From an optimization exercise on the open Yosys and OpenROAD flow, aimed at small area, a short achievable clock period and few clock cycles per item; shortcuts taken in it are not production practice.
Where RTL was checked, it was by simulation tests only, not by an equivalence proof against the original.
Power figures rest on the tool's default switching activity, not on a simulated workload.

==> trial 11 <==
==> flow/design.v (excerpt) <==
module hdcorr_engine (
    input  wire        clk,
    input  wire        rst,
    input  wire        in_valid,
    output wire        in_ready,
    input  wire [31:0] in_data,
    output wire        rsp_valid,
    input  wire        rsp_ready,
    output wire [3:0]  rsp_status,
    output wire [31:0] rsp_val_i,
    output wire [31:0] rsp_val_q
);
Settings: LEC_CHECK=0, CAP_MARGIN=20, CORE_MARGIN=2, CORE_UTILIZATION=40, SLEW_MARGIN=50; clock period 14.0 ns.
standard.sh (not shown) runs the stock make flow with config.mk's settings and CLKGATE_MAP_FILE= SYNTH_SCRIPT=/design/flow/synth_recipe.tcl, a recipe that flattens the netlist after the stock synthesis.
==> flow/flow/run.sh <==
#!/bin/bash
# Standard ORFS layout (the standard.sh, unchanged synthesis) with:
# - timing repair asked to leave extra setup slack (SETUP_SLACK_MARGIN), so
#   that it works towards a shorter achieved period, on a share of the
#   violating endpoints (TNS_END_PERCENT);
# - port buffers of a stronger buffer cell than the default, and resizing not
#   limited to cells of the same footprint.
# Constraints and clock period are the design's; make's output goes to
# standard.log, each ORFS step's log to orfs/logs/.
set -euo pipefail
read MARGIN TNS BUF < flow/repair.txt
bash standard.sh SETUP_SLACK_MARGIN=$MARGIN TNS_END_PERCENT=$TNS \
    "BUFFER_PORTS_ARGS=-buffer_cell $BUF" MATCH_CELL_FOOTPRINT=0 finish > standard.log 2>&1
==> flow/flow/repair.txt <==
9.6 20 sky130_fd_sc_hd__buf_4
==> trial 49 (differences from trial 11) <==
--- a/flow/design.v
+++ b/flow/design.v
@@ -42,16 +42,19 @@
     reg        last_v;
     reg [NMAX-1:0] ref_p, ref_e, rx_i, rx_q;
     reg [1:0]  pst;
     reg [23:0] opcnt;
     reg [2:0]  pend;       
     reg        gen;
     reg [2:0]  gsel;       
-    reg [7:0]  gv;
+    reg [7:0]  gv;         
+    reg [7:0]  g2v;        
+    reg        gprev;      
     reg        clr_pend;   
+    reg        pn_ld;      
     reg        rdy;
     reg        tv1;
     reg [2:0]  tk1;
     reg        tv2;
     reg [2:0]  tk2;
     reg        tv3;
     reg [2:0]  tk3;
@@ -137,56 +140,70 @@
     wire cmd_fire  = fire & (pst == P_CMD);
     wire pseq_fire = fire & (pst == P_PSEQ);
     wire push_fire = fire & (pst == P_PUSH);
     wire pseq_last = (opcnt == 24'd1);
     wire push_ok   = push_fire & (pend == ST_OK);
     wire ref_ld    = pseq_fire & (pend == ST_OK);
     reg        n_tv;
-    reg [2:0]  n_ts;
     reg [2:0]  n_tk;
     always @(*) begin
         n_tv = 1'b0;
-        n_ts = ST_OK;
         n_tk = K_ZERO;
         if (cmd_fire && c_done) begin
             n_tv = 1'b1;
-            n_ts = c_st;
             n_tk = (c_st == ST_OK) ? c_kind : c_st;
         end else if (pseq_fire && pseq_last) begin
             n_tv = 1'b1;
-            n_ts = pend;
             n_tk = pend;
         end else if (push_fire) begin
             n_tv = 1'b1;
-            n_ts = pend;
             n_tk = (pend == ST_OK) ? K_CORR : pend;
         end
     end
-    reg [7:0] gmask, glmask, ginit;
+    reg [7:0] gmask, glmask, ginit, gend;
     always @(*) begin
         case (gsel)
-        3'd0:    begin gmask = 8'h03; glmask = 8'h03; ginit = 8'h02; end
-        3'd1:    begin gmask = 8'h05; glmask = 8'h07; ginit = 8'h04; end
-        3'd2:    begin gmask = 8'h09; glmask = 8'h0F; ginit = 8'h08; end
-        3'd3:    begin gmask = 8'h12; glmask = 8'h1F; ginit = 8'h10; end
-        3'd4:    begin gmask = 8'h21; glmask = 8'h3F; ginit = 8'h20; end
-        3'd5:    begin gmask = 8'h44; glmask = 8'h7F; ginit = 8'h40; end
-        default: begin gmask = 8'h8E; glmask = 8'hFF; ginit = 8'h80; end
+        3'd0:    begin gmask = 8'h03; glmask = 8'h03; ginit = 8'h02; gend = 8'h00; end
+        3'd1:    begin gmask = 8'h05; glmask = 8'h07; ginit = 8'h04; gend = 8'h00; end
+        3'd2:    begin gmask = 8'h09; glmask = 8'h0F; ginit = 8'h08; gend = 8'h00; end
+        3'd3:    begin gmask = 8'h12; glmask = 8'h1F; ginit = 8'h10; gend = 8'h00; end
+        3'd4:    begin gmask = 8'h21; glmask = 8'h3F; ginit = 8'h20; gend = 8'h09; end
+        3'd5:    begin gmask = 8'h44; glmask = 8'h7F; ginit = 8'h40; gend = 8'h28; end
+        default: begin gmask = 8'h8E; glmask = 8'hFF; ginit = 8'h80; gend = 8'hA3; end
         endcase
     end
-    wire       gfb   = ^(gv & gmask);
-    wire [7:0] gnext = ((gv << 1) | {7'd0, gfb}) & glmask;
-    wire       gdone = (gnext == ginit);
+    reg [7:0] g2init;
+    always @(*) begin
+        case (sel[2:0])
+        3'd4:    g2init = 8'h24;
+        3'd5:    g2init = 8'h54;
+        default: g2init = 8'hD1;
+        endcase
+    end
+    wire       gsplit = (gsel >= 3'd4);
+    wire       gfb    = ^(gv & gmask);
+    wire [7:0] gnext  = ((gv << 1) | {7'd0, gfb}) & glmask;
+    wire       g2fb   = ^(g2v & gmask);
+    wire [7:0] g2next = ((g2v << 1) | {7'd0, g2fb}) & glmask;
+    wire       gdone = gsplit ? (gnext == gend) : (gnext == ginit);
     wire ref_sh = ref_ld | gen;
-    wire new_p  = gen ? gfb  : hd_q;
+    wire new_p  = gen ? (gsplit ? g2fb : gfb) : hd_q;
     wire new_e  = gen ? 1'b0 : (hd_i ^ hd_q);
+    reg [NMAX-1:0] ref_p_d, ref_e_d;
+    always @(*) begin
+        ref_p_d = {ref_p[NMAX-2:0], new_p};
+        ref_e_d = {ref_e[NMAX-2:0], new_e};
+        if (gen && gsel == 3'd4) begin ref_p_d[32]  = gprev; ref_e_d[32]  = 1'b0; end
+        if (gen && gsel == 3'd5) begin ref_p_d[64]  = gprev; ref_e_d[64]  = 1'b0; end
+        if (gen && gsel == 3'd6) begin ref_p_d[128] = gprev; ref_e_d[128] = 1'b0; end
+    end
     always @(posedge clk) begin
         if (ref_sh) begin
-            ref_p <= {ref_p[NMAX-2:0], new_p};
-            ref_e <= {ref_e[NMAX-2:0], new_e};
+            ref_p <= ref_p_d;
+            ref_e <= ref_e_d;
         end
     end
     always @(posedge clk) begin
         if (clr_pend) begin
             rx_i <= {NMAX{1'b0}};
             rx_q <= {NMAX{1'b0}};
         end else if (push_ok) begin
@@ -706,23 +723,19 @@
     wire pc2_1 = r1[5] ^ r1[6] ^ r1[7];
     wire pc2_2 = (r1[5] & r1[6]) | (r1[5] & r1[7]) | (r1[6] & r1[7]);
     wire pc2_3 = r1[8] ^ r1[9] ^ pc2_2;
     wire pc2_4 = (r1[8] & r1[9]) | (r1[8] & pc2_2) | (r1[9] & pc2_2);
     wire [7:0] pc_ra = {pc2_4, pc2_3, pc2_1, r1[4], r1[3], r1[2], r1[1], r1[0]};
     wire [7:0] pc_rb = {1'b0, 1'b0, 1'b0, 1'b0, 1'b0, 1'b0, 1'b0, 1'b0};
     wire [7:0] pcnt = pc_ra + pc_rb;
-    reg [7:0] pns;
-    always @(posedge clk) begin
-        if (ph1) pns <= pn;
-    end
     reg [7:0] pu, npu;
     always @(posedge clk) begin
         if (ph3) begin
             pu  <= pcnt;
-            npu <= pns - pcnt;
+            npu <= pn - pcnt;
         end
     end
     wire [8:0] dif_i = {1'b0, pcnt} - {1'b0, pu};
     wire [8:0] dif_q = {1'b0, npu} - {1'b0, pcnt};
     wire [2:0] r_s = (tk4[2:1] == 2'b11) ? ST_OK : tk4;
     reg [9:0]  r_i;
     reg [13:0] r_q;
@@ -748,45 +761,48 @@
             path     <= 1'b0;
             pn       <= 8'd0;
             errlog   <= 5'd0;
             last_v   <= 1'b0;
             pst      <= P_CMD;
             gen      <= 1'b0;
             clr_pend <= 1'b0;
+            pn_ld    <= 1'b0;
             rdy      <= 1'b0;
             tv1 <= 1'b0; tv2 <= 1'b0; tv3 <= 1'b0; tv4 <= 1'b0;
             ph1 <= 1'b0; ph2 <= 1'b0; ph3 <= 1'b0;
             qv0 <= 1'b0; qv1 <= 1'b0; qv2 <= 1'b0; qv3 <= 1'b0;
             owe      <= 4'd0;
         end else begin
             clr_pend <= 1'b0;
             ph1 <= push_ok;
             ph2 <= ph1;
             ph3 <= ph2;
+            pn_ld <= 1'b0;
+            if (pn_ld) pn <= opcnt[7:0];
             if (cmd_fire) begin
+                opcnt <= arg;
+                pend  <= (opc == OP_PUSH) ? (is_bound ? ST_OK : E_STATE)
+                       : (!is_empty ? E_STATE : (arg_big ? E_LENMAX : ST_OK));
+                gsel  <= sel[2:0];
+                gv    <= 8'd1 << (sel[2:0] + 3'd1);
+                g2v   <= g2init;
                 case (opc)
                 OP_PSEQ: if (!arg_z) begin
                     pst   <= P_PSEQ;
-                    opcnt <= arg;
-                    pend  <= !is_empty ? E_STATE : (arg_big ? E_LENMAX : ST_OK);
-                    if (is_empty && !arg_big) pn <= arg[7:0];
+                    pn_ld <= is_empty & ~arg_big;
                 end
                 OP_PUSH: if (arg_z) begin
                     pst  <= P_PUSH;
-                    pend <= is_bound ? ST_OK : E_STATE;
                 end
                 default: ;
                 endcase
                 if (c_done && c_st == ST_OK) begin
                     case (opc)
                     OP_PGEN: begin
                         gen  <= 1'b1;
-                        gsel <= sel[2:0];
-                        gv   <= 8'd1 << (sel[2:0] + 3'd1);
-                        pn   <= (8'd1 << ({1'b0, sel[2:0]} + 4'd2)) - 8'd1;
                         path <= 1'b1;
                         lc   <= LC_READY;
                     end
                     OP_BIND: begin
                         clr_pend <= 1'b1;
                         last_v   <= 1'b0;
                         lc       <= LC_BOUND;
@@ -819,19 +835,22 @@
                 end
             end
             if (push_fire) begin
                 pst <= P_CMD;
                 if (pend == ST_OK) last_v <= 1'b1;
             end
             if (gen) begin
-                gv <= gnext;
+                gv    <= gnext;
+                g2v   <= g2next;
+                gprev <= gfb;
+                pn <= (8'd1 << ({1'b0, gsel} + 4'd2)) - 8'd1;
                 if (gdone) gen <= 1'b0;
             end
-            if (n_tv) begin
-                case (n_ts)
+            if (tv1) begin
+                case (tk1)
                 E_OPCODE: errlog[0] <= 1'b1;
                 E_STATE:  errlog[1] <= 1'b1;
                 E_SEL:    errlog[2] <= 1'b1;
                 E_LEN0:   errlog[3] <= 1'b1;
                 E_LENMAX: errlog[4] <= 1'b1;
                 default:  ;
                 endcase
==> flow/flow/repair.txt (replaced) <==
9.5 5 sky130_fd_sc_hd__buf_4
==> flow/config.mk (replaced) <==
export PLATFORM = sky130hd
export DESIGN_NAME = hdcorr_engine
export DESIGN_NICKNAME = hdcorr_engine
export VERILOG_FILES = /design/flow/design.v
export SDC_FILE = /design/flow/constraint.sdc
export NUM_CORES = 4
export LEC_CHECK = 0
export ABC_AREA = 1
export CAP_MARGIN = 20
export CORE_MARGIN = 2
export CORE_UTILIZATION = 50
export CTS_CLUSTER_DIAMETER = 80
export CTS_CLUSTER_SIZE = 20
export SLEW_MARGIN = 50
==> trial 77 (differences from trial 11) <==
--- a/flow/design.v
+++ b/flow/design.v
@@ -25,17 +25,17 @@
     localparam [2:0] E_STATE  = 3'd2;
     localparam [2:0] E_SEL    = 3'd3;
     localparam [2:0] E_LEN0   = 3'd4;
     localparam [2:0] E_LENMAX = 3'd5;
     localparam [1:0] LC_EMPTY = 2'd0;
     localparam [1:0] LC_READY = 2'd1;
     localparam [1:0] LC_BOUND = 2'd2;
-    localparam [2:0] K_ZERO = 3'd0;    
-    localparam [2:0] K_CORR = 3'd6;    
-    localparam [2:0] K_INFO = 3'd7;    
+    localparam [1:0] K_ZERO = 2'd0;
+    localparam [1:0] K_CORR = 2'd1;    
+    localparam [1:0] K_INFO = 2'd2;
     localparam [1:0] P_CMD  = 2'd0;
     localparam [1:0] P_PSEQ = 2'd1;
     localparam [1:0] P_PUSH = 2'd2;
     reg [1:0]  lc;
     reg        path;
     reg [7:0]  pn;         
     reg [4:0]  errlog;
@@ -46,21 +46,25 @@
     reg [2:0]  pend;       
     reg        gen;
     reg [2:0]  gsel;       
     reg [7:0]  gv;
     reg        clr_pend;   
     reg        rdy;
     reg        tv1;
-    reg [2:0]  tk1;
+    reg [2:0]  ts1;
+    reg [1:0]  tk1;
     reg        tv2;
-    reg [2:0]  tk2;
+    reg [2:0]  ts2;
+    reg [1:0]  tk2;
     reg        tv3;
-    reg [2:0]  tk3;
+    reg [2:0]  ts3;
+    reg [1:0]  tk3;
     reg        tv4;
-    reg [2:0]  tk4;
+    reg [2:0]  ts4;
+    reg [1:0]  tk4;
     reg        ph1;
     reg        ph2;
     reg        ph3;
     reg        qv0;
     reg [2:0]  qs0;
     reg [9:0]  qi0;
     reg [13:0] qq0;
@@ -72,15 +76,15 @@
     reg [2:0]  qs2;
     reg [9:0]  qi2;
     reg [13:0] qq2;
     reg        qv3;
     reg [2:0]  qs3;
     reg [9:0]  qi3;
     reg [13:0] qq3;
-    reg [4:1]  owe;        
+    reg [2:0]  outst;      
     assign in_ready   = rdy;
     assign rsp_valid  = qv0;
     assign rsp_status = {1'b0, qs0};
     assign rsp_val_i  = {{22{qi0[9]}}, qi0};
     assign rsp_val_q  = {{18{qq0[13]}}, qq0};
     wire        fire    = in_valid & rdy;
     wire [7:0]  opc     = in_data[31:24];
@@ -92,15 +96,15 @@
     wire        hd_i    = ~in_data[15] & (in_data[14:0] != 15'd0);
     wire        hd_q    = ~in_data[31] & (in_data[30:16] != 15'd0);
     wire is_empty = (lc == LC_EMPTY);
     wire is_ready = (lc == LC_READY);
     wire is_bound = (lc == LC_BOUND);
     reg        c_done;     
     reg [2:0]  c_st;
-    reg [2:0]  c_kind;
+    reg [1:0]  c_kind;
     always @(*) begin
         c_done = 1'b1;
         c_st   = ST_OK;
         c_kind = K_ZERO;
         case (opc)
         OP_PSEQ: begin
             c_done = arg_z;
@@ -138,31 +142,30 @@
     wire pseq_fire = fire & (pst == P_PSEQ);
     wire push_fire = fire & (pst == P_PUSH);
     wire pseq_last = (opcnt == 24'd1);
     wire push_ok   = push_fire & (pend == ST_OK);
     wire ref_ld    = pseq_fire & (pend == ST_OK);
     reg        n_tv;
     reg [2:0]  n_ts;
-    reg [2:0]  n_tk;
+    reg [1:0]  n_tk;
     always @(*) begin
         n_tv = 1'b0;
         n_ts = ST_OK;
         n_tk = K_ZERO;
         if (cmd_fire && c_done) begin
             n_tv = 1'b1;
             n_ts = c_st;
-            n_tk = (c_st == ST_OK) ? c_kind : c_st;
+            n_tk = (c_st == ST_OK) ? c_kind : K_ZERO;
         end else if (pseq_fire && pseq_last) begin
             n_tv = 1'b1;
             n_ts = pend;
-            n_tk = pend;
         end else if (push_fire) begin
             n_tv = 1'b1;
             n_ts = pend;
-            n_tk = (pend == ST_OK) ? K_CORR : pend;
+            n_tk = (pend == ST_OK) ? K_CORR : K_ZERO;
         end
     end
     reg [7:0] gmask, glmask, ginit;
     always @(*) begin
         case (gsel)
         3'd0:    begin gmask = 8'h03; glmask = 8'h03; ginit = 8'h02; end
         3'd1:    begin gmask = 8'h05; glmask = 8'h07; ginit = 8'h04; end
@@ -719,48 +722,44 @@
         if (ph3) begin
             pu  <= pcnt;
             npu <= pns - pcnt;
         end
     end
     wire [8:0] dif_i = {1'b0, pcnt} - {1'b0, pu};
     wire [8:0] dif_q = {1'b0, npu} - {1'b0, pcnt};
-    wire [2:0] r_s = (tk4[2:1] == 2'b11) ? ST_OK : tk4;
     reg [9:0]  r_i;
     reg [13:0] r_q;
     always @(*) begin
         case (tk4)
         K_CORR:  begin r_i = {dif_i, 1'b0}; r_q = {{4{dif_q[8]}}, dif_q, 1'b0}; end
         K_INFO:  begin r_i = {2'b00, is_empty ? 8'd0 : pn};
                        r_q = {1'b0, errlog, 2'b00, last_v, path, 2'b10, lc}; end
         default: begin r_i = 10'd0; r_q = 14'd0; end
         endcase
     end
     wire take = qv0 & rsp_ready;
     wire [2:0] qcnt   = qv3 ? 3'd4 : qv2 ? 3'd3 : qv1 ? 3'd2 : {2'd0, qv0};
     wire [2:0] qpos   = qcnt - {2'd0, take};
     wire [2:0] qcnt_n = qpos + {2'd0, tv4};
-    wire [5:0] owe_x = {1'b0, owe, 1'b1};
-    wire [4:1] owe_n = (n_tv & ~take) ? owe_x[3:0] :
-                        (take & ~n_tv) ? owe_x[5:2] : owe;
-    wire        full_n = ~take & (owe[4] | (owe[3] & fire));
+    wire [2:0] outst_n = outst + {2'd0, n_tv} - {2'd0, take};
     always @(posedge clk) begin
         if (rst) begin
             lc       <= LC_EMPTY;
             path     <= 1'b0;
             pn       <= 8'd0;
             errlog   <= 5'd0;
             last_v   <= 1'b0;
             pst      <= P_CMD;
             gen      <= 1'b0;
             clr_pend <= 1'b0;
             rdy      <= 1'b0;
             tv1 <= 1'b0; tv2 <= 1'b0; tv3 <= 1'b0; tv4 <= 1'b0;
             ph1 <= 1'b0; ph2 <= 1'b0; ph3 <= 1'b0;
             qv0 <= 1'b0; qv1 <= 1'b0; qv2 <= 1'b0; qv3 <= 1'b0;
-            owe      <= 4'd0;
+            outst    <= 3'd0;
         end else begin
             clr_pend <= 1'b0;
             ph1 <= push_ok;
             ph2 <= ph1;
             ph3 <= ph2;
             if (cmd_fire) begin
                 case (opc)
@@ -840,35 +839,35 @@
             tv2 <= tv1;
             tv3 <= tv2;
             tv4 <= tv3;
             qv0 <= (qcnt_n > 3'd0);
             qv1 <= (qcnt_n > 3'd1);
             qv2 <= (qcnt_n > 3'd2);
             qv3 <= (qcnt_n > 3'd3);
-            owe <= owe_n;
-            rdy <= ~full_n
+            outst <= outst_n;
+            rdy <= (outst_n != 3'd4)
                  & ~(gen & ~gdone)
                  & ~(cmd_fire & (opc == OP_PGEN || opc == OP_INFO))
                  & ~(tv1 & (tk1 == K_INFO))
                  & ~(tv2 & (tk2 == K_INFO));
         end
     end
     always @(posedge clk) begin
-        tk1 <= n_tk;
-        tk2 <= tk1;
-        tk3 <= tk2;
-        tk4 <= tk3;
+        ts1 <= n_ts; tk1 <= n_tk;
+        ts2 <= ts1; tk2 <= tk1;
+        ts3 <= ts2; tk3 <= tk2;
+        ts4 <= ts3; tk4 <= tk3;
         if (take) begin
             qs0 <= qs1; qi0 <= qi1; qq0 <= qq1;
             qs1 <= qs2; qi1 <= qi2; qq1 <= qq2;
             qs2 <= qs3; qi2 <= qi3; qq2 <= qq3;
         end
         if (tv4) begin
             case (qpos)
-            3'd0: begin qs0 <= r_s; qi0 <= r_i; qq0 <= r_q; end
-            3'd1: begin qs1 <= r_s; qi1 <= r_i; qq1 <= r_q; end
-            3'd2: begin qs2 <= r_s; qi2 <= r_i; qq2 <= r_q; end
-            default: begin qs3 <= r_s; qi3 <= r_i; qq3 <= r_q; end
+            3'd0: begin qs0 <= ts4; qi0 <= r_i; qq0 <= r_q; end
+            3'd1: begin qs1 <= ts4; qi1 <= r_i; qq1 <= r_q; end
+            3'd2: begin qs2 <= ts4; qi2 <= r_i; qq2 <= r_q; end
+            default: begin qs3 <= ts4; qi3 <= r_i; qq3 <= r_q; end
             endcase
         end
     end
 endmodule
==> flow/flow/run.sh (replaced) <==
#!/bin/bash
# Standard ORFS layout (the standard.sh, unchanged synthesis), with the
# timing repair asked to leave extra setup slack so that it works towards a
# shorter achieved period. Constraints and clock period are the design's.
set -euo pipefail
read MARGIN TNS < flow/repair.txt
bash standard.sh SETUP_SLACK_MARGIN=$MARGIN TNS_END_PERCENT=$TNS finish > standard.log 2>&1
==> flow/flow/repair.txt (replaced) <==
9.5 20
==> comparison <==
Against trial 11, the setup slack of trial 49 is better by 0.052 ns.
In trial 49 the clock power is lower than in trial 11, by 30%.
First-iteration DRC count, lowest first: trial 11, trial 77, trial 49.
The lowest sequential share of layout area belongs to trial 77, the highest to trial 49.
Against trial 77, the combinational power of trial 49 is lower by 17%.
Synthesized cell count, highest first: trial 49, trial 77, trial 11.
Core utilization: trial 11 < trial 77 < trial 49.
Flip-flop and latch count, lowest first: trial 11, trial 49, trial 77.
Against trial 49, the clock skew of trial 77 is lower by 0.0035 ns.
Synthesized area: trial 11 < trial 77 < trial 49.
Trial 49 finished clean. Trial 11 went through all stages and came out clean. Trial 77 produced a clean layout.
The highest critical path depth belongs to trial 77, the lowest to trial 11.
Testbench counts of trial 49, summed over its fixed seeds: cycles 22,922, items 9,600.
Function not checked in trial 11 and trial 77: the RTL went through the layout flow alone.

## what the ideal ports hide
In the flow no input, the clock included, has a driving cell. The finished layouts below were timed again as built, in two steps. Step 1 sets driving cells, clkbuf_16 on the clock port and buf_2 on the other inputs (assumed; they add their load-dependent delay and slew). Step 2 moves the port delays by t, midway between the first and last clock arrival at a register: inputs arrive t later, outputs are due t later. That takes back most of the time a late clock gives input paths. Slacks: no drivers / after step 1 / after step 2; pairs: no drivers / after step 1.
run | t, ns | setup slack, ns | worst slew at a driven data input, ns
trial 11 | 0.857 | 9.383 / 9.436 / 8.578 | 0.05
trial 49 | 0.770 | 9.435 / 9.435 / 8.799 | 0.04
trial 77 | 0.866 | 8.700 / 8.746 / 7.880 | 0.05
After both steps every run listed still meets setup and hold. For trial 77, which loses most, drivers alone change the setup slack by +0.046 ns; drivers and shift together by -0.820 ns.
